This is an optimization exercise on Yosys and OpenROAD, whose aim is small area, not a production implementation. The RTL was checked by simulation tests, not by an equivalence proof against the original design. Power figures rest on the tool's default switching activity, not on a simulated workload.

==> 11-02: inputs <==
// sdh_top
module sdh_top #(
    parameter integer F_CLK = 50000000
) (
    input  wire        clk,
    input  wire        rst,
    input  wire        req_valid,
    output wire        req_ready,
    input  wire [3:0]  req_op,
    input  wire [31:0] req_arg,
    input  wire [5:0]  req_cmd,
    input  wire        req_keep,
    output reg         rsp_valid,
    output reg  [3:0]  rsp_status,
    output wire [7:0]  rsp_data,
    output wire [5:0]  rsp_cmd,
    output reg  [2:0]  rsp_shape,
    output wire [7:0]  rsp_token,
    output reg  [31:0] rsp_ext,
    output reg  [3:0]  rsp_npoll,
    output reg         rsp_busy,
    output reg         rsp_vdd_valid,
    output reg  [5:0]  rsp_vdd_low,
    output reg  [5:0]  rsp_vdd_high,
    output reg  [1:0]  rsp_va,
    output reg         sh_link,
    output reg         sh_en,
    output reg         sh_ai,
    output reg  [15:0] sh_addr,
    output reg  [2:0]  sh_cs,
    output reg         sh_fdiv_valid,
    output reg  [7:0]  sh_fdiv,
    output wire        tx_valid,
    output reg  [7:0]  tx_data,
    input  wire        tx_ready,
    input  wire        rx_valid,
    input  wire [7:0]  rx_data,
    output wire        rx_ready
);
Settings: LEC_CHECK=0, ABC_AREA=1, CAP_MARGIN=20, CORE_MARGIN=2, CORE_UTILIZATION=40, SLEW_MARGIN=20; clock period 10.0 ns.
standard.sh (not shown) runs the stock make flow with config.mk's settings and CLKGATE_MAP_FILE= SYNTH_SCRIPT=/design/flow/synth_recipe.tcl, a recipe that flattens the netlist after the stock synthesis.
==> flow/flow/run.sh <==
#!/bin/bash
# The standard layout with three changes to how it is made:
#  - after the standard synthesis, its combinational logic is mapped again for
#    area by Yosys/ABC (flow/remap.sh); every register keeps its name and cell;
#  - every input and output port gets the smallest buffer (buf_1);
#  - the clock tree uses clkbuf_8 buffers only, without dummy loads.
# Each tool writes its full output to a log file in this folder (and ORFS's
# own logs under orfs/logs).
set -euo pipefail
export BUFFER_PORTS_ARGS="-buffer_cell sky130_fd_sc_hd__buf_1"
export REMOVE_ABC_BUFFERS=1
export CTS_ARGS="-sink_clustering_enable -dont_use_dummy_load -buf_list sky130_fd_sc_hd__clkbuf_8 -root_buf sky130_fd_sc_hd__clkbuf_8 -sink_clustering_size 24"
RES="$PWD/orfs/results/$FLOW_PLATFORM/sdh_top/base"
bash standard.sh "$RES/1_2_yosys.v" > synth_flow.log 2>&1
bash flow/remap.sh "$RES/1_2_yosys.v" > remap.log 2>&1
bash standard.sh > standard_flow.log 2>&1
Other scripts of this flow, unchanged in this note and not shown: flow/flow/remap.sh
==> 02-27: changes against 11-02 <==
--- a/flow/design.v
+++ b/flow/design.v
@@ -59,14 +59,19 @@
     reg [2:0]  ss;           
     reg [2:0]  sdp;          
     reg [2:0]  cnt;          
     reg        xph;          
     reg [2:0]  idx;          
     reg        mism;
-    reg [6:0]  tok;          
+    reg [6:0]  crc;
+    reg [6:0]  tok;
+    reg [25:0] dv;           
     reg [2:0]  dq;           
+    reg [3:0]  dk;           
+    reg [4:0]  bk;           
+    reg        pd, dc, sg, fi;
     assign req_ready = (st == M_IDLE);
     assign rsp_token = {1'b0, tok};
     assign rsp_data  = rsp_ext[7:0];
     wire is_sd = (r_op == OP_SDCMD) || (r_op == OP_SDACMD);
     reg       cmd_def;
     reg [2:0] cmd_shape;
@@ -99,13 +104,13 @@
     wire       keep_eff  = r_keep & ~first;
     wire sel_comp = is_sd ? (sdp == P_SEL || sdp == P_DESEL) : (r_op == OP_SELECT);
     wire is_speed = !is_sd && (r_op == OP_SPEED);
     wire [2:0] ss_end = (sel_comp || is_speed) ? 3'd3 : 3'd5;
     wire [1:0] alo = sel_comp ? 2'd2 : is_speed ? 2'd1 : 2'd3;
     wire [7:0] frame_byte = (cnt == 3'd0) ? {2'b01, rsp_cmd} :
-                            (cnt == 3'd5) ? {tok, 1'b1} :
+                            (cnt == 3'd5) ? {crc, 1'b1} :
                             first ? 8'h00 : rsp_ext[31:24];
     reg [2:0]  kind;
     reg [1:0]  cfg;
     reg [15:0] addr;
     reg [7:0]  wbyte;
     always @(*) begin
@@ -181,20 +186,12 @@
                         (kind == K_FLUSH) ? 8'hFF : 8'h01;
     wire       capb   = (kind == K_RDDATA) || (kind == K_CFGRD && idx == 2'd1);
     wire       rx_go  = rx_ready && rx_valid;
     wire       bad    = !capb && (rx_data != (tx_data ^ fix));
     wire       xdone  = rx_go && (idx[1:0] == rx_last);
     wire       xerr   = mism || bad;
-    wire [26:0] dch = {r_cmd[4:0], cnt, rsp_npoll, tok, sh_addr[7:0]};
-    wire [25:0] dv = dch[26:1];                        
-    wire        pd = dch[0];                           
-    wire        dc = sh_addr[8];                       
-    wire [4:0]  bk = {idx, xph, mism};                   
-    wire [3:0]  dk = {sdp, first};                       
-    wire        sg = r_keep;                             
-    wire        fi = r_cmd[5];                           
     wire        dbig   = (rsp_ext[31:25] != 7'd0);
     wire        dsmall = (rsp_ext[24:17] == 8'd0);
     localparam [25:0] DR0 = N2M1 >> 10;
     wire        dlast = (bk == 5'd25);
     wire        dfst  = (bk == 5'd0);
     wire        da    = dfst ? N2M1[dk] : fi ? DR0[bk - 5'd1] : pd;
@@ -241,16 +238,32 @@
                     xph  <= 1'b0;
                     idx  <= IW;
                     mism <= 1'b0;
                 end
             end
             if (tx_valid && tx_ready && is_sd && sdp == P_FRAME && kind == K_WRDATA && cnt != 3'd5)
-                tok <= crc7_byte((cnt == 3'd0) ? 7'd0 : tok, tx_data);
+                crc <= crc7_byte((cnt == 3'd0) ? 7'd0 : crc, tx_data);
+        end
+        dv <= {dsum, dv[25:1]};
+        pd <= dv[0];
+        dc <= dco;
+        if (st != M_DIV) begin
+            bk <= 5'd0;
+            dk <= 4'd9;
+            sg <= 1'b0;
+            fi <= 1'b1;
+        end else begin
+            bk <= inc5(bk);
+            if (dlast) begin
+                bk <= 5'd0;
+                dk <= dk - 4'd1;
+                sg <= dsum;
+                fi <= 1'b0;
+                dq <= dQ[2:0];
+            end
         end
-        if (st == M_DIV && dlast)
-            dq <= dQ[2:0];
         if (xdone && !xerr) begin
             case (kind)
                 K_CFGWR: begin
                     sh_en <= cfg[0];
                     sh_ai <= cfg[1];
                 end
@@ -337,30 +350,17 @@
                     rsp_valid  <= 1'b1;
                     st         <= M_IDLE;
                 end
             end
             M_DIV: begin
                 rsp_ext[25:0] <= {rsp_ext[0], rsp_ext[25:1]};
-                {idx, xph, mism} <= inc5(bk);
-                if (dlast) begin
-                    {idx, xph, mism} <= 5'd0;
-                    {sdp, first} <= dk - 4'd1;
-                    r_keep <= dsum;
-                    r_cmd[5] <= 1'b0;
-                end
-                {r_cmd[4:0], cnt, rsp_npoll, tok, sh_addr[7:0]} <= {dsum, dch[26:1]};
-                sh_addr[8] <= dco;
                 if (dlast)
                     rsp_ext[31:26] <= dQ[8:3];
                 if (dlast && dk == 4'd0) begin
                     rsp_ext[7:0] <= fdiv;
-                    sh_addr <= addr;     
-                    st   <= M_BRIDGE;
-                    idx  <= IW;
-                    xph  <= 1'b0;
-                    mism <= 1'b0;
+                    st <= M_BRIDGE;
                 end
             end
             M_SDEND: begin
                 if (first && rsp_status == ST_OK) begin
                     first     <= 1'b0;
                     rsp_npoll <= 4'd0;
@@ -374,20 +374,16 @@
             end
             M_BRIDGE: begin
                 if (xdone) begin
                     if (!xerr && ss != ss_end) begin
                         ss <= inc3(ss);
                         if (is_speed && ss == 3'd2) begin
+                            st <= M_DIV;
                             if (dbig || dsmall) begin
                                 rsp_ext[7:0] <= dbig ? 8'd0 : 8'd255;
-                            end else begin
-                                st <= M_DIV;
-                                {idx, xph, mism} <= 5'd0;
-                                {sdp, first} <= 4'd9;
-                                r_keep   <= 1'b0;
-                                r_cmd[5] <= 1'b1;
+                                st <= M_BRIDGE;
                             end
                         end
                     end else if (!is_sd) begin
                         rsp_status <= xerr ? ST_PROTO : ST_OK;
                         rsp_valid  <= 1'b1;
                         st         <= M_IDLE;
==> flow/flow/run.sh (replaced) <==
#!/bin/bash
# The standard layout with three changes to how it is made:
#  - after the standard synthesis, its combinational logic is mapped again for
#    area by Yosys/ABC (flow/remap.sh); every register keeps its name and cell;
#  - every input and output port gets the smallest buffer (buf_1);
#  - the clock tree uses clkbuf_8 under one clkbuf_16 root, without dummy loads.
# Each tool writes its full output to a log file in this folder (and ORFS's
# own logs under orfs/logs).
set -euo pipefail
export BUFFER_PORTS_ARGS="-buffer_cell sky130_fd_sc_hd__buf_1"
export REMOVE_ABC_BUFFERS=1
export CTS_ARGS="-sink_clustering_enable -dont_use_dummy_load -buf_list sky130_fd_sc_hd__clkbuf_8 -root_buf sky130_fd_sc_hd__clkbuf_16"
RES="$PWD/orfs/results/$FLOW_PLATFORM/sdh_top/base"
bash standard.sh "$RES/1_2_yosys.v" > synth_flow.log 2>&1
bash flow/remap.sh "$RES/1_2_yosys.v" > remap.log 2>&1
bash standard.sh > standard_flow.log 2>&1
- CAP_MARGIN: 20 -> 10
- CORE_UTILIZATION: 40 -> 50
- SLEW_MARGIN: 20 -> 10
==> flow_summary_export.csv <==
group,metric,value,unit
grt,grtUsageMet2,51.8,%
status,status,"timing/DRC/antenna clean",
route,route.met3.wl,2620,µm
clock_network,cts_max_level,4,
setup_path,crit_buf_inv,0,
floorplan,n_tap_cell,220,
power,power,1.80,mW
power,powerComb,491,µW
finish,seq_area_share,38.8,%
setup_path,path_max_fanout,20,
finish,multi_input_area,0.00462,mm²
synth,synth.avg_cell_area,8.40,µm²
placed_design,placedInstanceArea,0.00945,mm²
power,clkPwrFrac,20.9,%
route,m1WireLength,12400,µm
route,vias_per_cell,6.23,
floorplan,die_area,0.0180,mm²
synth,netlist_area,0.00849,mm²
The numbers above come from 02-27.

==> flow_summary_export.csv <==
group,metric,value,unit
route,vias_per_cell,6.25,
finish,seq_area,0.00262,mm²
synth,netlist_area,0.00779,mm²
placed_design,placedInstanceArea,0.00882,mm²
power,power,3.11,mW
setup_path,crit_buf_inv,2,
power,powerComb,1.88,mW
finish,multi_input_area,0.00498,mm²
synth,synth.avg_cell_area,7.37,µm²
status,status,"timing/DRC/antenna clean",
floorplan,n_tap_cell,265,
power,clkPwrFrac,7.5,%
route,m1WireLength,14400,µm
floorplan,die_area,0.0206,mm²
finish,seq_area_share,29.3,%
clock_network,cts_max_level,3,
grt,grt_pass1_vias,8428,
grt,grtUsageMet2,50.2,%
setup_path,path_max_fanout,21,
The numbers above come from 11-02.

## afterwards: timing with drivers on the ports
How much do the figures lean on ideal ports? The routed layouts below were timed once more, with nothing changed but the port constraints.
Step 1 (the two cells are an assumption about what drives the block):
set clk [get_ports {clk}]
set_driving_cell -lib_cell sky130_fd_sc_hd__clkbuf_16 $clk
set_driving_cell -lib_cell sky130_fd_sc_hd__buf_2 [delete_from_list [all_inputs] $clk]
Step 2, shift: input delay + t, output delay - t, t = (earliest + latest rising clock arrival at the registers) / 2. This alone moves slack from input paths to output paths.
Three values: no drivers, after step 1, after step 2; two values: the first two.
| run | shift t [ns] | slack for setup (ns) | latest minus earliest clock arrival (ns) | worst register clock-pin slew, ns | pins driven straight from the clock port |
|---|---|---|---|---|---|
| 11-02 | 0.436 | 2.307 / 2.307 / 2.307 | 0.038 / 0.038 | 0.12 / 0.12 | 1 |
| 02-27 | 0.422 | 3.856 / 3.856 / 3.856 | 0.028 / 0.028 | 0.09 / 0.09 | 1 |
After both steps setup and hold are still met in every run listed.
